What follows belongs to an exercise in optimizing a design on an open flow for small area; a production flow would make more cautious choices. Where RTL was checked, it was by simulation tests only, not by an equivalence proof against the original. Function not checked in run 3: the RTL went through the layout flow alone. No activity file was given, so power comes from the tool's default toggle rates.

`flow/design.v`:
```
module rfid_frame_decoder #(
    parameter integer T     = 600,   
    parameter integer S     = 40,    
    parameter integer CNT_W = 16     
) (
    input  wire        clk,
    input  wire        rst,       
    input  wire        start,
    input  wire        line_in,
    output wire        busy,
    output reg         done,
    output reg  [2:0]  result,
    output wire [39:0] id_out
);
    localparam [3:0] ST_IDLE        = 4'd0,
                     ST_IDLE_WAIT   = 4'd1,
                     ST_SYNC_SETTLE = 4'd2,
                     ST_SYNC_CHECK  = 4'd3,
                     ST_HDR_WAIT    = 4'd4,
                     ST_HDR_SETTLE  = 4'd5,
                     ST_HDR_CHECK   = 4'd6,
                     ST_BIT_SETTLE  = 4'd7,
                     ST_BIT_SAMPLE  = 4'd8,
                     ST_BIT_WAIT    = 4'd9;
    localparam [2:0] R_NONE     = 3'd0,
                     R_OK       = 3'd1,
                     R_NOCARR   = 3'd2,
                     R_FRAMING  = 3'd3,
                     R_HDR_TO   = 3'd4,
                     R_ROWPAR   = 3'd5,
                     R_COLPAR   = 3'd6,
                     R_TIMEOUT  = 3'd7;
    reg [3:0]       state;
    reg [CNT_W-1:0] cnt;
    reg [3:0]       hdr;
    reg [3:0]       row;
    reg [2:0]       col;
    reg             dat;
    reg             rowpar;
    reg [4:0]       colpar;
    reg             tof;
    reg [7:0]       idbuf [0:4];
    integer i;
    localparam [CNT_W-1:0] T_C = T;
    localparam [CNT_W-1:0] S_C = S;
    assign busy   = (state != ST_IDLE);
    assign id_out = (result == R_OK) ?
                    {idbuf[0], idbuf[1], idbuf[2], idbuf[3], idbuf[4]} : 40'd0;
    wire wait_last = (cnt + 1'b1 == T_C);
    wire set_last  = (cnt + 1'b1 == S_C);
    wire [3:0] sync_settle_next = (S == 0) ? ST_SYNC_CHECK : ST_SYNC_SETTLE;
    wire [3:0] hdr_settle_next  = (S == 0) ? ST_HDR_CHECK  : ST_HDR_SETTLE;
    wire [3:0] bit_settle_next  = (S == 0) ? ST_BIT_SAMPLE : ST_BIT_SETTLE;
    wire       bw_edge = (line_in != dat);
    wire       bw_to   = !bw_edge && wait_last;
    wire [3:0] h_next  = hdr + 4'd1;
    wire [2:0] byte_sel = row[3:1];
    always @(posedge clk) begin
        if (rst) begin
            state  <= ST_IDLE;
            cnt    <= {CNT_W{1'b0}};
            hdr    <= 4'd0;
            row    <= 4'd0;
            col    <= 3'd0;
            dat    <= 1'b0;
            rowpar <= 1'b0;
            colpar <= 5'd0;
            tof    <= 1'b0;
            for (i = 0; i < 5; i = i + 1)
                idbuf[i] <= 8'h00;
            result <= R_NONE;
            done   <= 1'b0;
        end else begin
            done <= 1'b0;
            case (state)
                ST_IDLE: begin
                    if (start) begin
                        state  <= ST_IDLE_WAIT;
                        cnt    <= {CNT_W{1'b0}};
                        hdr    <= 4'd0;
                        row    <= 4'd0;
                        col    <= 3'd0;
                        dat    <= 1'b0;
                        rowpar <= 1'b0;
                        colpar <= 5'd0;
                        tof    <= 1'b0;
                        for (i = 0; i < 5; i = i + 1)
                            idbuf[i] <= 8'h00;
                        result <= R_NONE;
                    end
                end
                ST_IDLE_WAIT: begin
                    if (!line_in) begin
                        state <= sync_settle_next;
                        cnt   <= {CNT_W{1'b0}};
                    end else if (wait_last) begin
                        state  <= ST_IDLE;
                        cnt    <= {CNT_W{1'b0}};
                        result <= R_NOCARR;
                        done   <= 1'b1;
                    end else begin
                        cnt <= cnt + 1'b1;
                    end
                end
                ST_SYNC_SETTLE: begin
                    if (set_last) begin
                        state <= ST_SYNC_CHECK;
                        cnt   <= {CNT_W{1'b0}};
                    end else begin
                        cnt <= cnt + 1'b1;
                    end
                end
                ST_SYNC_CHECK: begin
                    if (line_in) begin
                        state <= ST_HDR_WAIT;
                        cnt   <= {CNT_W{1'b0}};
                    end else begin
                        state  <= ST_IDLE;
                        cnt    <= {CNT_W{1'b0}};
                        result <= R_FRAMING;
                        done   <= 1'b1;
                    end
                end
                ST_HDR_WAIT: begin
                    if (!line_in) begin
                        state <= hdr_settle_next;
                        cnt   <= {CNT_W{1'b0}};
                    end else if (wait_last) begin
                        state  <= ST_IDLE;
                        cnt    <= {CNT_W{1'b0}};
                        result <= R_HDR_TO;
                        done   <= 1'b1;
                    end else begin
                        cnt <= cnt + 1'b1;
                    end
                end
                ST_HDR_SETTLE: begin
                    if (set_last) begin
                        state <= ST_HDR_CHECK;
                        cnt   <= {CNT_W{1'b0}};
                    end else begin
                        cnt <= cnt + 1'b1;
                    end
                end
                ST_HDR_CHECK: begin
                    if (!line_in) begin
                        state  <= ST_IDLE;
                        cnt    <= {CNT_W{1'b0}};
                        result <= R_FRAMING;
                        done   <= 1'b1;
                    end else begin
                        hdr <= h_next;
                        cnt <= {CNT_W{1'b0}};
                        if (h_next == 4'd8)
                            state <= bit_settle_next;
                        else
                            state <= ST_HDR_WAIT;
                    end
                end
                ST_BIT_SETTLE: begin
                    if (set_last) begin
                        state <= ST_BIT_SAMPLE;
                        cnt   <= {CNT_W{1'b0}};
                    end else begin
                        cnt <= cnt + 1'b1;
                    end
                end
                ST_BIT_SAMPLE: begin
                    dat <= line_in;
                    if (row <= 4'd9 && col <= 3'd3)
                        idbuf[byte_sel] <= {idbuf[byte_sel][6:0], line_in};
                    rowpar      <= rowpar ^ line_in;
                    colpar[col] <= colpar[col] ^ line_in;
                    state <= ST_BIT_WAIT;
                    cnt   <= {CNT_W{1'b0}};
                end
                ST_BIT_WAIT: begin
                    if (!bw_edge && !wait_last) begin
                        cnt <= cnt + 1'b1;
                    end else begin
                        if (bw_to)
                            tof <= 1'b1;
                        if (bw_edge && col <= 3'd3) begin
                            col   <= col + 3'd1;
                            state <= bit_settle_next;
                            cnt   <= {CNT_W{1'b0}};
                        end else if (row <= 4'd9) begin
                            if (rowpar || tof || bw_to) begin
                                state  <= ST_IDLE;
                                cnt    <= {CNT_W{1'b0}};
                                result <= R_ROWPAR;
                                done   <= 1'b1;
                            end else begin
                                row    <= row + 4'd1;
                                col    <= 3'd0;
                                rowpar <= 1'b0;
                                state  <= bit_settle_next;
                                cnt    <= {CNT_W{1'b0}};
                            end
                        end else begin
                            state <= ST_IDLE;
                            cnt   <= {CNT_W{1'b0}};
                            done  <= 1'b1;
                            if (tof || bw_to)
                                result <= R_TIMEOUT;
                            else if (|colpar[3:0])
                                result <= R_COLPAR;
                            else
                                result <= R_OK;
                        end
                    end
                end
                default: begin
                    state  <= ST_IDLE;
                    cnt    <= {CNT_W{1'b0}};
                    result <= R_NONE;
                    done   <= 1'b1;
                end
            endcase
        end
    end
endmodule
```
`flow/run.sh`:
```
#!/bin/bash
# synth_recipe.tcl (not shown) runs the flow's synth.tcl, then flattens the netlist and writes it again
# the make line also repeats each setting of config.mk as NAME=value (left out here)
make -C /OpenROAD-flow-scripts/flow DESIGN_CONFIG=/design/flow/config.mk WORK_HOME=/design/flow/orfs CLKGATE_MAP_FILE= SYNTH_SCRIPT=/design/flow/synth_recipe.tcl finish
```
`flow/config.mk`:
```
export PLATFORM = sky130hd
export DESIGN_NAME = rfid_frame_decoder
export DESIGN_NICKNAME = rfid_frame_decoder
export VERILOG_FILES = /design/flow/design.v
export SDC_FILE = /design/flow/constraint.sdc
export NUM_CORES = 4
export LEC_CHECK = 0
export CAP_MARGIN = 20
export CORE_MARGIN = 2
export CORE_UTILIZATION = 40
export SLEW_MARGIN = 20
```
`flow/constraint.sdc`:
```
create_clock -name core_clock -period 5.0 [get_ports {clk}]
set_input_delay 1.0000 -clock core_clock [delete_from_list [all_inputs] [get_ports {clk}]]
set_output_delay 1.0000 -clock core_clock [all_outputs]
set_load 0.01 [all_outputs]
```
==> results of run 1 <==
cell usage after synthesis, drive strengths merged (6+ instances only):
library cell,instances
clkbuf,25
a211oi,7
a22oi,7
nor2,89
and3,8
inv,22
nand2,49
edfxtp,61
ha,10
nand3,20
nor4,9
mux2i,9
xnor2,13
o22ai,6
mux4,14
and2,50
buf,13
o211ai,7
o21ai,19
nor3,20
a21oi,26
o31ai,7
a31oi,11
dfxtp,46
layout make-up:
type	count	area (um2)
fill	1369	7630
multi-input combinational	465	3010
sequential	107	2750
timing repair buffer	53	518
tap	184	230
clock buffer	9	225
inverter	23	86.3
clock inverter	7	81.3
flip-flops by register name (all words and copies together) (netlist names), named ones only:
| name | cells |
|---|---|
| colpar | 5 |
| tof | 1 |
| state | 4 |
| done | 1 |
| row | 4 |
| hdr | 4 |
| result | 3 |
| cnt | 16 |
| col | 3 |
| idbuf | 61 |
| dat | 1 |
| rowpar | 1 |
worst paths after layout:
kind           from      end  slack, ns
max          cnt[0]  cnt[10]       1.66
min          hdr[3]   hdr[3]       0.49
max reg2reg  cnt[0]  cnt[10]       1.66
min reg2reg  hdr[3]   hdr[3]       0.49
metal layers:
| metal | global-route usage | up-vias |
|---|---|---|
| li1 | - | 2314 |
| met1 | 0.274 | 2263 |
| met2 | 0.285 | 143 |
| met3 | 0.0289 | 19 |
| met4 | 0.0608 | 0 |
| met5 | 0 | - |
worst min-delay path, stage by stage (launching register included):
cell     delay, ns
dfxtp_1       0.33
nand2_1       0.06
a21oi_1       0.05
where the power goes:
part           switching [mW]  internal [mW]  leakage, nW
combinational           0.439          0.327         1.22
sequential              0.121           1.05         1.00
clock                   0.371          0.360        0.150
cells by family after synthesis:
logic type | after synthesis | share of synthesized area
flops | 107 | 0.462
xor+xnor | 18 | 0.0265
buf+inv | 61 | 0.0418
fa+ha+maj | 10 | 0.0210
simple gates | 277 | 0.235
mux | 25 | 0.0718
compound gates | 121 | 0.142
other cells | 1 | 0.000629
stage by stage:
step / area (um2) / hold slack, ns
floorplan: 6010 / 0.444
CTS: 6900 / 0.493
global placement: 6590 / 0.457
detailed placement: 6590 / 0.479
finish: 6910 / 0.485
global route: 6910 / 0.492
==> qor.yml, run 1 <==
outcome: "finished clean"
maxCapViolCount: 0
powerDensity_nw_per_um2: 386
synth.top_cell.area_share: 0.307
post-place-ws_ns: 1.46
coreArea_um2: 14500
nNetsFinal: 673
cp.depth: 8
slowest_delay_ns: 0.87
io_pins: 49
grt_max_degree: 41
min_period_ns: 3.34
synth.top_cells.by_area: "edfxtp_1, dfxtp_1, nor2_1, mux4_2, and2_1"
cp-start-kind: "flop"
grt_pass1_wl_um: 24000
met3_length_um: 729
cts-root-buf: "clkbuf_16"
antenna_found_initial: 0
async_flop_share: 0
wl_um: 14400
dr_wl_met2_um: 6520
io_buffer_count: 48
slew_viol_final: 0
clock_skew_ns: 0.00951
area_growth_syn_to_layout_pct: 15.9
fp.dieW_um: 126
clock.fmax_mhz: 300
crit_type: "flop to flop"
worst-r2r-cell-count: 8
tritoncts: "done"
synth_cells: 620
synth_top_area_cell: "edfxtp_1"
yosysWarnings: 1
post-route-drc-count: 0
path_buf_inv: 0
final_common_cell: "nor2_1"
fin_tns_setup_ns: 0
vias: 4739
cellLeakagePower_nw: 2.38
critPathRequiredTime_ns: 5.28
via_per_inst: 5.59
hp-class: "flop to flop"
final_hold_viol_count: 0
ys_ff_latch: 107
insertion_delay_ns: 0.36
syn_area_um2: 5960
hpwl_um: 10600
post_cts_resized: 0
die-area_um2: 15900
crit_slowest_cell: "o2111ai_1"
worst_slack_ns: 1.66
clkTransAtPathRegs_ns: 0.08
worstHoldPathCells: 2
grt_overflow: 0
ys.flop_type: "edfxtp_1"
synth_seq_area_share: 0.462
yosysUniqueCellTypes: 69
cp.arrival_ns: 3.61
layout_common_cells: "nor2_1, edfxtp_1, and2_1, nand2_1, clkdlybuf4s50_1"
start_util: 0.410
syn_avg_cell_area_um2: 9.61
maxSlewHeadroom: 0.300
critPathCaptureType: "flop"
dp.cells: 832
htreeDepth: 3
top_layer: "met4"
ant_nets: 0
worst-path-max-fanout: 12
stdcell_count: 848
m1WireLength_um: 6940
crit_chain: "ha_1, nand3_1, nand3_1, o21ai_0, o2111ai_1, o31a_1, o21ai_2, o211ai_1"
fp.dieH_um: 126
total_power_mw: 2.67
cts_buffers: 9
drtPass1Iterations: 5
grt_pass1_vias: 4512
tightest_slew_ns: 1.05
diodes: 0
cts_setup_buffers: 0
crit_top_cell: "nand3_1"
gp_congestion: 0.875
cts_buffer_depth: 2
utilization: 0.475
rsz0062_at_grt: "no"
cp_top_family: "compound AO/OA/AOI/OAI gates"
wl_per_cell_um: 17.0
cts_sinks: 107
num_rows: 44
drt-initial-drc-count: 450
layout-drive-gt1-share: 0.0798
synth-edff-count: 61
ir_worst_vdd_uv: 194
track_usage: 0.187
setup_viol: 0
cts_hold_buf: 0
min_period_over_period: 0.667
==> inputs of run 2 (changes only) <==
==> flow/design.v (replaced) <==
module rfid_frame_decoder (
    input  wire        clk,
    input  wire        rst,       
    input  wire        start,
    input  wire        line_in,
    output reg         busy,
    output reg         done,
    output reg  [2:0]  result,
    output wire [39:0] id_out
);
    localparam [2:0] R_NONE     = 3'd0,
                     R_OK       = 3'd1,
                     R_NOCARR   = 3'd2,
                     R_FRAMING  = 3'd3,
                     R_HDR_TO   = 3'd4,
                     R_ROWPAR   = 3'd5,
                     R_COLPAR   = 3'd6,
                     R_TIMEOUT  = 3'd7;
    reg        w;         
    reg        hd;        
    reg [9:0]  cnt;       
    reg [3:0]  row;       
    reg [2:0]  col;       
    reg        dat;       
    reg        rowpar;
    reg [3:0]  colpar;
    reg [39:0] idn;       
    wire ok = (result == R_OK);
    assign id_out = ~idn & {40{ok}};
    wire c_to  = cnt[9] & cnt[6] & cnt[4] & cnt[2] & cnt[1] & cnt[0];  
    wire c_chk = cnt[5] & cnt[3];                                      
    wire edge_ = line_in ^ dat;
    wire seg_end = w ? (edge_ | c_to) : c_chk;
    wire row10 = row[3] & row[1];
    reg       fin;
    reg [2:0] code;
    always @* begin
        fin  = 1'b0;
        code = R_OK;
        if (w) begin
            if (!edge_ && c_to) begin
                fin  = 1'b1;
                code = hd ? ((row == 4'd7) ? R_NOCARR : R_HDR_TO)
                          : (row10 ? R_TIMEOUT : R_ROWPAR);
            end else if (edge_ && !hd && col[2]) begin
                if (row10) begin
                    fin  = 1'b1;
                    code = (|colpar) ? R_COLPAR : R_OK;
                end else if (rowpar) begin
                    fin  = 1'b1;
                    code = R_ROWPAR;
                end
            end
        end else if (c_chk && hd && !line_in) begin
            fin  = 1'b1;
            code = R_FRAMING;
        end
    end
    always @(posedge clk) begin
        if (rst) begin
            busy   <= 1'b0;
            done   <= 1'b0;
            result <= R_NONE;
        end else begin
            done <= busy & fin;
            if (!busy) begin
                busy <= start;
                if (start) result <= R_NONE;
            end else if (fin) begin
                busy   <= 1'b0;
                result <= code;
            end
        end
        if (!busy) begin
            w      <= 1'b1;
            hd     <= 1'b1;
            cnt    <= 10'd0;
            row    <= 4'd7;
            col    <= 3'd0;
            dat    <= 1'b1;
            rowpar <= 1'b0;
            colpar <= 4'd0;
        end else begin
            cnt <= seg_end ? 10'd0 : cnt + 10'd1;
            if (seg_end) begin
                if (w) begin
                    w <= 1'b0;
                    if (!hd) begin
                        if (col[2] || !edge_) begin
                            row    <= row + 4'd1;
                            col    <= 3'd0;
                            rowpar <= 1'b0;
                        end else begin
                            col <= col + 3'd1;
                        end
                    end
                end else begin
                    dat <= line_in;
                    if (hd) begin
                        row <= row + 4'd1;
                        if (row == 4'd15)
                            hd <= 1'b0;       
                        else
                            w <= 1'b1;
                    end else begin
                        w      <= 1'b1;
                        rowpar <= rowpar ^ line_in;
                        case (col)
                            3'd0: colpar[0] <= colpar[0] ^ line_in;
                            3'd1: colpar[1] <= colpar[1] ^ line_in;
                            3'd2: colpar[2] <= colpar[2] ^ line_in;
                            3'd3: colpar[3] <= colpar[3] ^ line_in;
                            default: ;
                        endcase
                    end
                end
            end
        end
        if (busy && !w && c_chk && !hd && !col[2] && !row10)
            idn <= {idn[38:0], ~line_in};
    end
endmodule
==> run 2 against run 1 <==
Cell area down 47%; clock power decreased by 41%; count of clock-buffer cells in the layout stayed put; setup slack better by 0.13 ns; sequential share of layout area is 9.1 points higher; clock skew is 0.0029 ns lower; critical path depth is 5 lower; cell count decreased by 51%; sequential power shrank 48%; still clean; global-route usage shrank 4.6 points; area after synthesis down 51%; flip-flop and latch count fell by 37.
==> qor.yml, run 2 <==
start_util: 0.408
via_per_inst: 4.78
clock.fmax_mhz: 312
synth_top_area_cell: "edfxtp_1"
maxCapViolCount: 0
cts_sinks: 70
yosysWarnings: 1
largest_reg_flops: 40
rsz0062_at_grt: "no"
num_rows: 31
fin_hold_ws_ns: 0.448
syn_area_um2: 2910
whs_endpoint: "idn[1]"
tritoncts: "done"
final_hold_viol_count: 0
htreeDepth: 3
synthSimpleGateAreaFrac: 0.209
critPathRequiredTime_ns: 4.00
async_flop_share: 0
setup_viol: 0
layout-drive-gt1-share: 0.0825
synthAdderAreaFrac: 0.0301
utilization: 0.516
clock_skew_ns: 0.00658
fp.dieW_um: 89.3
synth_cells: 260
r2r_start: "w"
cts_buffer_depth: 2
maxSlewHeadroom: 0.501
grt_max_degree: 41
nNetsFinal: 322
cellLeakagePower_nw: 1.28
final_area_um2: 3680
drtPass1Iterations: 4
clkTransAtPathRegs_ns: 0.07
hpwl_um: 3640
outcome: "finished clean"
synth_top_family_by_area: "simple AND/OR/NAND/NOR gates"
placedInstanceArea_um2: 3500
crit_type: "flop to output pin"
regMostFlops: "idn"
synth_common_cells: "nor2_1, edfxtp_1, dfxtp_1"
cp-start-kind: "flop"
cts_setup_buffers: 0
cts_hold_buf: 0
fp.dieH_um: 89.3
worst-r2r-cell-count: 3
layout_common_cells: "nor2_1, clkdlybuf4s50_1, edfxtp_1"
ys.flop_type: "edfxtp_1"
wl_per_cell_um: 13.0
grt_pass1_vias: 1850
grt_pass1_wl_um: 8440
coreArea_um2: 7140
drt-initial-drc-count: 69
hp-class: "flop to flop"
dp.cells: 399
fin_tns_setup_ns: 0
critPathCaptureType: "output pin"
yosysUniqueCellTypes: 44
top_regs: "idn: 40 flops, cnt: 10 flops"
synth_seq_area_share: 0.619
hp-start: "idn[0]"
cts_buffers: 9
worst-path-max-fanout: 40
r2r_setup_slack_ns: 3.14
grt_overflow: 0
synth_xor_area_frac: 0.0507
track_usage: 0.141
tightest_slew_ns: 0.749
insertion_delay_ns: 0.33
final_common_cell: "nor2_1"
stdcell_count: 414
synth-edff-count: 40
synth_most_common_cell: "nor2_1"
io_buffer_count: 48
io_pins: 49
vias: 1977
area_growth_syn_to_layout_pct: 26.5
r2r_end: "idn[17]"
worstHoldPathCells: 0
wl_um: 5380
syn_avg_cell_area_um2: 11.2
ys_ff_latch: 70
cp.arrival_ns: 2.20
diodes: 0
synth_compound_area_frac: 0.0645
min_period_over_period: 0.641
die-area_um2: 7980
antenna_found_initial: 0
muxShareOfSynthArea: 0.00344
ir_worst_vdd_uv: 156
gp_congestion: 0.873
powerDensity_nw_per_um2: 287
ant_nets: 0
post-route-drc-count: 0
synth.top_cell.area_share: 0.413
post_cts_resized: 0
synth.top_cells.by_area: "edfxtp_1, dfxtp_1, nor2_1, ha_1, xor2_1"
slew_viol_final: 0
cts-root-buf: "clkbuf_8"
min_period_ns: 3.20
[run 2: changes by cell type after synthesis, moves of 16 or more]
cell and delta:
dfxtp_1 -16, clkbuf_1 -17, and2_1 -48, a21oi_1 -18
edfxtp_1 -21, nand2_1 -29, nor2_1 -31
[run 2: logic make-up after synthesis]
| family | count (synthesis) |
|---|---|
| AO/OA/AOI/OAI | 26 |
| adder cells (fa/ha/maj) | 7 |
| buffers and inverters | 18 |
| AND/OR/NAND/NOR | 122 |
| XOR/XNOR | 16 |
| flip-flops | 70 |
| multiplexers | 1 |
[run 2: area by class of cell]
class / instances / area (um2)
clock buffers: 9 / 124
clock inverters: 6 / 62.6
fillers: 665 / 3450
inverters: 8 / 30.0
multi-input cells: 172 / 1050
flip-flops and latches: 70 / 1800
well taps: 99 / 124
repair buffers: 50 / 495
[run 2: worst max path at each step]
stage | from | endpoint | slack [ns]
after floorplan | w | idn[0] | 0.99
after global placement | line_in | result[1] | 2.09
after detailed placement | line_in | result[1] | 2.04
after CTS | result[0] | id_out[12] | 1.73
after global routing | result[0] | id_out[33] | 1.62
final | result[0] | id_out[11] | 1.80
[run 2: stage by stage]
stage | power [mW] | setup slack, ns
2_1_floorplan | 0.632 | 0.989
3_3_place_gp | 0.641 | 2.09
3_5_place_dp | 0.641 | 2.04
4_1_cts | 1.08 | 1.73
5_1_grt | 1.10 | 1.62
6_report | 1.06 | 1.80
[run 2: where the power goes]
group | total [mW] | internal [mW] | switching [mW]
registers | 0.606 | 0.604 | 0.00266
logic | 0.0211 | 0.00830 | 0.0128
clock network | 0.431 | 0.227 | 0.205
[run 2: metal layers]
layer	vias up	track usage	wire length [um]
met4	0	0.0638	65
met1	927	0.168	2510
met2	39	0.234	2580
met3	6	0.0434	226
met5	-	0	0
li1	1005	-	-
[run 2: worst max-delay path: stages, from the launching register on]
cell and delay, ns:
dfxtp_1 0.34, or3b_2 0.76, nor2_1 0.20, clkdlybuf4s50_1 0.56
==> inputs of run 3 (changes only) <==
--- a/flow/design.v
+++ b/flow/design.v
@@ -29,4 +29,4 @@
     assign id_out = ~idn & {40{ok}};
-    wire c_to  = cnt[9] & cnt[6] & cnt[4] & cnt[2] & cnt[1] & cnt[0];  
-    wire c_chk = cnt[5] & cnt[3];                                      
+    wire c_to  = cnt[0] & cnt[1] & cnt[3] & cnt[4] & cnt[5] & cnt[7] & !cnt[8];
+    wire c_chk = cnt[1] & cnt[6] & cnt[7];
     wire edge_ = line_in ^ dat;
@@ -83,3 +83,3 @@
         end else begin
-            cnt <= seg_end ? 10'd0 : cnt + 10'd1;
+            cnt <= seg_end ? 10'd0 : {cnt[8:0], ~(cnt[9] ^ cnt[0])};
             if (seg_end) begin
@@ -107,9 +107,4 @@
                         rowpar <= rowpar ^ line_in;
-                        case (col)
-                            3'd0: colpar[0] <= colpar[0] ^ line_in;
-                            3'd1: colpar[1] <= colpar[1] ^ line_in;
-                            3'd2: colpar[2] <= colpar[2] ^ line_in;
-                            3'd3: colpar[3] <= colpar[3] ^ line_in;
-                            default: ;
-                        endcase
+                        if (!col[2])
+                            colpar <= {colpar[2:0], colpar[3] ^ line_in};
                     end
==> flow/flow/run.sh (new file) <==
#!/bin/bash
set -euo pipefail
export BUFFER_PORTS_ARGS="-buffer_cell sky130_fd_sc_hd__buf_1"
export CTS_ARGS="-sink_clustering_enable -repair_clock_nets -dont_use_dummy_load -buf_list sky130_fd_sc_hd__clkbuf_4"
bash standard.sh finish > standard.log 2>&1
==> flow/standard.sh (new file) <==
#!/bin/bash
# synth_recipe.tcl (not shown) runs the flow's synth.tcl, then flattens the netlist and writes it again
# the make line also repeats each setting of config.mk as NAME=value (left out here)
make -C /OpenROAD-flow-scripts/flow DESIGN_CONFIG=/design/flow/config.mk WORK_HOME=/design/flow/orfs CLKGATE_MAP_FILE= SYNTH_SCRIPT=/design/flow/synth_recipe.tcl "${@:-finish}"
removed: flow/run.sh
==> run 3 against run 2 <==
Still clean on timing, DRC and antenna; sequential power about the same; die area fell by 6.2%; non-clock buffer count decreased by 1; global-route usage about the same; cell area is 17% lower; via count is 11% lower; utilization decreased by 6.0 points; combinational power fell by 36%; register-to-register slack worse by 0.15 ns; clock skew grew 0.022 ns; maximum frequency increased by 10%; highest routed layer unchanged.
==> qor.yml, run 3 <==
wl_um: 4920
cellLeakagePower_nw: 1.05
utilization: 0.456
vias: 1764
fin_tns_setup_ns: 0
cts_sinks: 70
cp-start-kind: "flop"
coreArea_um2: 6680
post-place-ws_ns: 2.28
tritoncts: "done"
insertion_delay_ns: 0.40
io_pins: 49
cts_hold_buf: 0
io_buffer_count: 48
synth_seq_area_share: 0.661
grt_max_degree: 41
rsz0062_at_grt: "no"
syn_avg_cell_area_um2: 11.9
powerDensity_nw_per_um2: 284
synth_top_area_cell: "edfxtp_1"
fp.dieH_um: 86.5
crit_type: "flop to output pin"
maxCapViolCount: 0
synth_cells: 229
synth_top_family_by_area: "simple AND/OR/NAND/NOR gates"
min_period_ns: 2.91
ys_ff_latch: 70
yosysUniqueCellTypes: 42
num_rows: 30
synth_compound_area_frac: 0.0694
htreeDepth: 3
cts-root-buf: "clkbuf_4"
synth_common_cells: "nor2_1, edfxtp_1, dfxtp_1"
yosysWarnings: 1
dp.cells: 348
area_growth_syn_to_layout_pct: 11.9
grt_pass1_vias: 1640
maxSlewHeadroom: 0.491
setup_viol: 0
antenna_found_initial: 0
syn_area_um2: 2720
slew_viol_final: 0
top_regs: "idn: 40 flops, cnt: 10 flops"
ys.flop_type: "edfxtp_1"
total_power_uw: 867
outcome: "finished clean"
critPathRequiredTime_ns: 4.00
via_per_inst: 4.93
drt-initial-drc-count: 62
min_period_over_period: 0.581
stdcell_count: 358
muxShareOfSynthArea: 0.0147
grt_pass1_wl_um: 7960
synthAdderAreaFrac: 0.00919
clkTransAtPathRegs_ns: 0.11
hp-class: "flop to flop"
grt_overflow: 0
layout_common_cells: "nor2_1, buf_1, edfxtp_1"
synthSimpleGateAreaFrac: 0.199
clock.fmax_mhz: 344
ant_nets: 0
wl_per_cell_um: 13.7
ir_worst_vdd_uv: 89.1
regMostFlops: "idn"
final_hold_viol_count: 0
fillCellCount: 634
synth.top_cells.by_area: "edfxtp_1, dfxtp_1, nor2_1, and2_1, nand2_1"
final_area_um2: 3050
tightest_slew_ns: 0.764
diodes: 0
critPathCaptureType: "output pin"
die-area_um2: 7490
largest_reg_flops: 40
synth-edff-count: 40
post_cts_resized: 0
start_util: 0.408
nNetsFinal: 286
cts_buffers: 9
hpwl_um: 3340
synth_xor_area_frac: 0.0220
async_flop_share: 0
cts_buffer_depth: 2
synth.top_cell.area_share: 0.441
layout-drive-gt1-share: 0.0647
post-route-drc-count: 0
worst_slack_ns: 2.09
track_usage: 0.141
worst-path-max-fanout: 40
synth_most_common_cell: "nor2_1"
cts_setup_buffers: 0
drtPass1Iterations: 4
gp_congestion: 0.834
fin_hold_ws_ns: 0.426
cp.arrival_ns: 1.91
placedInstanceArea_um2: 2960
fp.dieW_um: 86.5
clock_skew_ns: 0.0282
## run 3: cell types whose count changed in the layout (fill, tap and decap cells not counted), sizes merged, moves of 3 or more
cell	before	now
clkdlybuf4s50	48	0
buf	2	49
and2	1	12
nor2	58	49
xor2	9	3
ha	7	2
inv	9	4
nand2	20	15
a21oi	7	3
xnor2	7	3
mux2i	1	4
nand3	8	5
o211ai	4	1
## run 3: logic make-up (layout without fill, tap and decap cells)
family	after synthesis	after routing
AOI/OAI and AO/OA	25	25
xor gates and xnor gates	6	6
adders and majority gates	2	2
buffers and inverters	13	62
DFF	70	70
muxes	4	4
and+or+nand+nor	109	109
## run 3: metal layers
metal / up-vias / GRT usage / wire length [um]
met5: - / 0 / 0
met4: 0 / 0.0682 / 92
met3: 8 / 0.0438 / 188
met2: 36 / 0.205 / 2160
met1: 815 / 0.192 / 2470
li1: 905 / - / -
## run 3: power breakdown
group | switching [mW] | internal [mW] | total (mW)
logic | 0.00803 | 0.00549 | 0.0135
clock network | 0.161 | 0.0837 | 0.245
registers | 0.00513 | 0.603 | 0.609
## run 3: worst paths after layout
kind                                 from  cells past startpoint  slack [ns]   endpoint
worst max-delay path            result[0]                      3        2.09  id_out[8]
worst min register to register    idn[34]                      0        0.43    idn[35]
worst max register to register          w                      4        2.99    idn[14]
worst min-delay path              idn[34]                      0        0.43    idn[35]
## run 3: final cells by class
cell class / count / area, um2 / area share
clock buffer: 9 / 67.6 / 0.0222
inverter: 4 / 15.0 / 0.00492
multi-input combinational: 146 / 865 / 0.284
sequential: 70 / 1800 / 0.591
tap: 80 / 100 / 0.0328
timing repair buffer: 49 / 200 / 0.0657
## run 3: critical path: stages, from the launching register on
cell	delay [ns]
dfxtp_1	0.36
or3b_2	0.77
nor2_1	0.20
buf_1	0.17
==> inputs of run 4 (changes only) <==
--- a/flow/design.v
+++ b/flow/design.v
@@ -20,3 +20,5 @@
     reg        hd;        
-    reg [9:0]  cnt;       
+    reg [9:0]  cntq;      
+    localparam [9:0] CPOL = 10'b1010101010;
+    wire [9:0] cnt = cntq ^ CPOL;
     reg [3:0]  row;       
@@ -76,3 +78,3 @@
             hd     <= 1'b1;
-            cnt    <= 10'd0;
+            cntq   <= CPOL;
             row    <= 4'd7;
@@ -83,3 +85,3 @@
         end else begin
-            cnt <= seg_end ? 10'd0 : {cnt[8:0], ~(cnt[9] ^ cnt[0])};
+            cntq <= (seg_end ? 10'd0 : {cnt[8:0], ~(cnt[9] ^ cnt[0])}) ^ CPOL;
             if (seg_end) begin
==> run 4 against run 3 <==
Still clean on timing, DRC and antenna; non-clock buffer count did not move; clock skew rose by 0.0079 ns; synthesized cell count rose by 0.87%; sequential share of layout area rose by 0.17 points; via count rose by 1.9%; first-iteration DRC count rose by 21%.
==> qor.yml, run 4 <==
outcome: "finished clean"
critPathCaptureType: "output pin"
cp.arrival_ns: 1.90
top_layer: "met4"
ir_worst_vdd_uv: 132
cts_buffer_depth: 2
final_hold_viol_count: 0
wl_um: 4660
maxCapViolCount: 0
m1WireLength_um: 2270
yosysUniqueCellTypes: 42
cellLeakagePower_nw: 1.06
slowest_delay_ns: 0.77
crit_slowest_cell: "or3b_2"
synth_compound_area_frac: 0.0804
grt_overflow: 0
ys_ff_latch: 70
async_flop_share: 0
nNetsFinal: 285
synth.top_cells.by_area: "edfxtp_1, dfxtp_1, nor2_1, nand2_1, mux2i_1"
vias: 1798
cp-start-kind: "flop"
start_util: 0.419
slew_viol_final: 0
synth.top_cell.area_share: 0.444
top_regs: "idn: 40 flops, cntq: 10 flops"
io_buffer_count: 48
post-route-drc-count: 0
cp_top_family: "simple AND/OR/NAND/NOR gates"
multi_input_area_um2: 852
tritoncts: "done"
dr_wl_met2_um: 2070
post-place-ws_ns: 2.06
setup_viol: 0
drt-initial-drc-count: 75
syn_avg_cell_area_um2: 11.7
crit_chain: "or3b_2, nor2_1, buf_1"
ys.flop_type: "edfxtp_1"
area_growth_syn_to_layout_pct: 12.3
layout-drive-gt1-share: 0.0578
synth_cells: 231
muxShareOfSynthArea: 0.0222
utilization: 0.471
cts_hold_buf: 0
diodes: 0
post_cts_resized: 0
met3_length_um: 242
fp.dieH_um: 86.3
crit_type: "flop to output pin"
synth_seq_area_share: 0.666
htreeDepth: 3
layout_common_cells: "nor2_1, buf_1, edfxtp_1"
cts_setup_buffers: 0
synthAdderAreaFrac: 0.00925
grt_pass1_vias: 1612
synth_xor_area_frac: 0.0162
synthSimpleGateAreaFrac: 0.184
grt_max_degree: 41
cts_buffers: 9
syn_area_um2: 2710
cts_sinks: 70
rsz0062_at_grt: "no"
wl_per_cell_um: 13.2
final_common_cell: "nor2_1"
clock_skew_ns: 0.0360
worst-path-max-fanout: 40
path_buf_inv: 1
grt_pass1_wl_um: 7890
maxSlewHeadroom: 0.372
drtPass1Iterations: 4
powerDensity_nw_per_um2: 296
synth_common_cells: "nor2_1, edfxtp_1, dfxtp_1"
min_period_ns: 2.90
fin_tns_setup_ns: 0
hp-class: "flop to flop"
synth_top_area_cell: "edfxtp_1"
hpwl_um: 3110
tightest_slew_ns: 0.935
seq_area_um2: 1800
ant_nets: 0
synth_most_common_cell: "nor2_1"
io_pins: 49
yosysWarnings: 1
fillCellCount: 622
synth-edff-count: 40
largest_reg_flops: 40
synth_top_family_by_area: "simple AND/OR/NAND/NOR gates"
coreArea_um2: 6460
num_rows: 29
min_period_over_period: 0.579
clock.fmax_mhz: 345
cts-root-buf: "clkbuf_4"
antenna_found_initial: 0
gp_congestion: 0.840
clkTransAtPathRegs_ns: 0.09
critPathRequiredTime_ns: 4.00
insertion_delay_ns: 0.41
regMostFlops: "idn"
worst_slack_ns: 2.10
die-area_um2: 7440
fp.dieW_um: 86.3
via_per_inst: 5.08
track_usage: 0.139
-- run 4: cell count changes after synthesis, moves of 3 or more --
cell,before,now
nor3_1,6,2
o21ai_0,9,4
nor2b_1,4,8
a21oi_1,3,7
nand2_1,15,18
and2_1,12,2
clkbuf_1,5,11
nor2_1,49,52
-- run 4: per-stage QoR --
stage | power [mW] | cell area, um2 | std cells | hold WS, ns
after floorplan | 0.653 | 2710 | 231 | 0.343
after global placement | 0.667 | 2950 | 344 | 0.348
after detailed placement | 0.667 | 2950 | 344 | 0.357
after CTS | 0.922 | 3010 | 353 | 0.371
after global routing | 0.946 | 3040 | 354 | 0.383
final | 0.900 | 3040 | 354 | 0.364
-- run 4: cells by family (layout without fill, tap and decap cells) --
logic type,Yosys count,count (layout)
simple gates,105,105
flops,70,70
compound gates,27,27
buf+inv,16,62
mux,6,6
xor+xnor,5,5
fa+ha+maj,2,2
-- run 4: per-layer routing --
metal  vias up  global-route usage
met5         -                   0
met4         0              0.0682
met3         9              0.0533
met2        45               0.199
met1       842               0.185
li1        902                   -
-- run 4: power by group --
group	switching (mW)	internal [mW]
sequential	0.00730	0.605
clock	0.164	0.0836
combinational	0.0263	0.0145
-- run 4: worst paths after layout --
path,from,to,slack (ns),cells past startpoint
hold reg to reg,cntq[4],cntq[5],0.36,1
hold / removal,cntq[4],cntq[5],0.36,1
setup / recovery,result[0],id_out[30],2.10,3
setup reg to reg,w,idn[20],2.69,5
-- run 4: area by class of cell --
cell class              count  area share
repair buffers             49      0.0683
inverters                   4     0.00494
flip-flops and latches     70       0.593
well taps                  77      0.0317
clock buffers               9      0.0222
multi-input cells         145       0.280
==> inputs of run 5 (changes only) <==
--- a/flow/design.v
+++ b/flow/design.v
@@ -90,6 +90,5 @@
                     if (!hd) begin
-                        if (col[2] || !edge_) begin
-                            row    <= row + 4'd1;
-                            col    <= 3'd0;
-                            rowpar <= 1'b0;
+                        if (col[2]) begin
+                            row <= row + 4'd1;
+                            col <= 3'd0;
                         end else begin
==> flow/flow/run.sh (replaced) <==
#!/bin/bash
set -euo pipefail
here=$(pwd)
export BUFFER_PORTS_ARGS="-buffer_cell sky130_fd_sc_hd__buf_1"
export CTS_ARGS="-sink_clustering_enable -repair_clock_nets -dont_use_dummy_load -buf_list sky130_fd_sc_hd__clkbuf_4"
export POST_FLOORPLAN_TCL="$here/flow/downsize.tcl"
bash standard.sh finish > "$here/standard.log" 2>&1
==> flow/flow/downsize.tcl (new file) <==
# Give every combinational cell the smallest drive strength of its family;
# the later repair steps upsize or buffer wherever slew, load or timing need it.
set n 0
foreach inst [get_cells *] {
  set ref [get_property $inst ref_name]
  if {![regexp {^(sky130_fd_sc_hd__[a-z0-9]+)_([0-9]+)$} $ref -> fam drv]} continue
  if {[regexp {df|dl|sdf|edf|tap|fill|decap|conb|clkbuf|clkinv} $fam]} continue
  set best ""
  set barea 1e9
  foreach lc [get_lib_cells ${fam}_*] {
    set nm [get_name $lc]
    if {![regexp "^${fam}_\[0-9\]+\$" $nm]} continue
    if {[catch {get_property $lc dont_use} du] == 0 && $du} continue
    set a [get_property $lc area]
    if {$a < $barea - 1e-6} { set barea $a; set best $nm }
  }
  if {$best ne "" && $best ne $ref} {
    if {$barea < [get_property [get_lib_cells $ref] area] - 1e-6} {
      replace_cell $inst $best
      incr n
    }
  }
}
puts "downsize: replaced $n cells"
--- a/flow/config.mk
+++ b/flow/config.mk
@@ -7,5 +7,5 @@
 export LEC_CHECK = 0
-export CAP_MARGIN = 20
+export CAP_MARGIN = 0
 export CORE_MARGIN = 2
-export CORE_UTILIZATION = 40
-export SLEW_MARGIN = 20
+export CORE_UTILIZATION = 60
+export SLEW_MARGIN = 0
==> run 5 against run 4 <==
Global-route usage rose by 5.3 points; flip-flop and latch count stayed put; still clean; maximum frequency barely moved; area after synthesis down 1.8%; largest cell class unchanged; highest routed layer unchanged.
==> qor.yml, run 5 <==
io_buffer_count: 48
start_util: 0.615
slew_viol_final: 0
outcome: "finished clean"
grt_pass1_vias: 1548
hp-class: "flop to flop"
cts-root-buf: "clkbuf_4"
clock_skew_ns: 0.0403
layout_common_cells: "buf_1, nor2_1, edfxtp_1"
num_rows: 24
largest_reg_flops: 40
powerDensity_nw_per_um2: 297
synth_seq_area_share: 0.678
synth_top_area_cell: "edfxtp_1"
fp.dieH_um: 70.6
grt_max_degree: 41
synth_most_common_cell: "nor2_1"
worst_slack_ns: 2.10
critPathCaptureType: "flop"
syn_avg_cell_area_um2: 12.1
yosysUniqueCellTypes: 43
post_cts_resized: 0
dp.cells: 311
track_usage: 0.192
ant_nets: 0
gp_congestion: 0.858
ys_ff_latch: 70
coreArea_um2: 4320
ys.flop_type: "edfxtp_1"
clock.fmax_mhz: 345
cts_buffers: 9
antenna_found_initial: 0
final_hold_viol_count: 0
tightest_slew_ns: 0.843
cellLeakagePower_nw: 1.01
synth_cells: 220
utilization: 0.672
regMostFlops: "idn"
maxSlewHeadroom: 0.438
crit_type: "flop to flop"
synth.top_cell.area_share: 0.452
post-route-drc-count: 0
rsz0062_at_grt: "no"
insertion_delay_ns: 0.40
cts_setup_buffers: 0
async_flop_share: 0
yosysWarnings: 1
synth_common_cells: "nor2_1, edfxtp_1, dfxtp_1"
drt-initial-drc-count: 103
via_per_inst: 5.40
syn_area_um2: 2660
layout-drive-gt1-share: 0.0410
hpwl_um: 2930
setup_viol: 0
top_regs: "idn: 40 flops, cntq: 10 flops"
maxCapViolCount: 0
wl_per_cell_um: 13.9
fin_tns_setup_ns: 0
ir_worst_vdd_uv: 262
min_period_ns: 2.90
diodes: 0
critPathRequiredTime_ns: 4.99
dr_wl_met2_um: 2040
grt_overflow: 0
wl_um: 4440
met3_length_um: 286
cp-start-kind: "flop"
cp.arrival_ns: 2.89
cts_hold_buf: 0
m1WireLength_um: 2040
synth.top_cells.by_area: "edfxtp_1, dfxtp_1, nor2_1, nand2_1, nand3_1"
drtPass1Iterations: 4
cts_sinks: 70
clkTransAtPathRegs_ns: 0.10
min_period_over_period: 0.579
final_common_cell: "buf_1"
synth-edff-count: 40
stdcell_count: 320
area_growth_syn_to_layout_pct: 9.32
nNetsFinal: 276
post-place-ws_ns: 2.08
io_pins: 49
grt_pass1_wl_um: 7220
cts_buffer_depth: 2
vias: 1727
die-area_um2: 4980
htreeDepth: 3
tritoncts: "done"
worst-path-max-fanout: 40
fp.dieW_um: 70.6
top_layer: "met4"
[run 5: through the flow]
step                total power, mW  cell area (um2)  hold slack, ns
global placement              0.635             2840           0.356
global route                  0.904             2910           0.399
detailed placement            0.635             2840           0.357
finish                        0.863             2910           0.386
floorplan                     0.631             2660           0.343
CTS                           0.879             2910           0.387
[run 5: kinds of logic after synthesis]
logic type | synth area share
buffers and inverters | 0.0160
muxes | 0.0188
adders and majority gates | 0.00941
AOI/OAI and AO/OA | 0.0631
xor gates and xnor gates | 0.0264
and+or+nand+nor | 0.188
DFF | 0.678
[run 5: metal layers]
layer | vias to the layer above | track usage
li1 | 870 | -
met1 | 801 | 0.243
met2 | 50 | 0.285
met3 | 6 | 0.0855
met4 | 0 | 0.0922
met5 | - | 0
[run 5: layout make-up]
class,count,area [um2]
Sequential cell,70,1800
Fill cell,355,1420
Timing Repair Buffer,48,180
Inverter,2,7.51
Multi-Input combinational cell,139,783
Tap cell,52,65.1
Clock buffer,9,67.6
[run 5: path summary, 6_finish.rpt]
check,cells after the start,to,slack (ns),start
worst max-delay path,3,idn[4],2.10,w
worst max register to register,3,idn[4],2.10,w
worst min-delay path,1,cntq[3],0.39,cntq[2]
worst min register to register,1,cntq[3],0.39,cntq[2]
[run 5: critical path, stage by stage, from the launching register on]
cell and delay [ns]:
dfxtp_1 0.37, or4b_1 0.65, nor3_1 0.60, and3_2 0.89
[run 5: power breakdown]
part	switching (mW)	total [mW]	internal, mW
logic	0.00713	0.0131	0.00600
clock network	0.157	0.241	0.0837
registers	0.00531	0.609	0.603
total	0.170	0.863	0.693

## re-timing with driven ports
No port has a modelled driver above. Below, the same layouts with a new extraction and two added sets of constraints.
Step 1: set_driving_cell puts a clkbuf_16 on clk and a buf_2 on each other input, an assumption about the parent block.
Step 2 moves the port delays by t, midway between the first and last clock arrival at a register: inputs arrive t later, outputs are due t later. That takes back most of the time a late clock gives input paths.
Slacks: ideal / step 1 / step 2; pairs: ideal / step 1.
| run | t, ns | setup slack, ns | worst slew at a driven data input, ns | cell pins on the clock port's net |
|---|---|---|---|---|
| run 1 | 0.390 | 1.664 / 1.664 / 1.441 | 0.03 | 1 |
| run 2 | 0.355 | 1.795 / 1.767 / 2.057 | 0.03 | 1 |
| run 3 | 0.417 | 2.095 / 2.067 / 2.282 | 0.03 | 1 |
| run 4 | 0.422 | 2.103 / 2.076 / 2.042 | 0.03 | 1 |
| run 5 | 0.409 | 2.104 / 2.084 / 2.104 | 0.04 | 1 |
After both steps setup and hold are still met in every run listed. The setup slack of run 1, which loses most, moves by 0.000 ns with the drivers and by -0.223 ns with both steps.
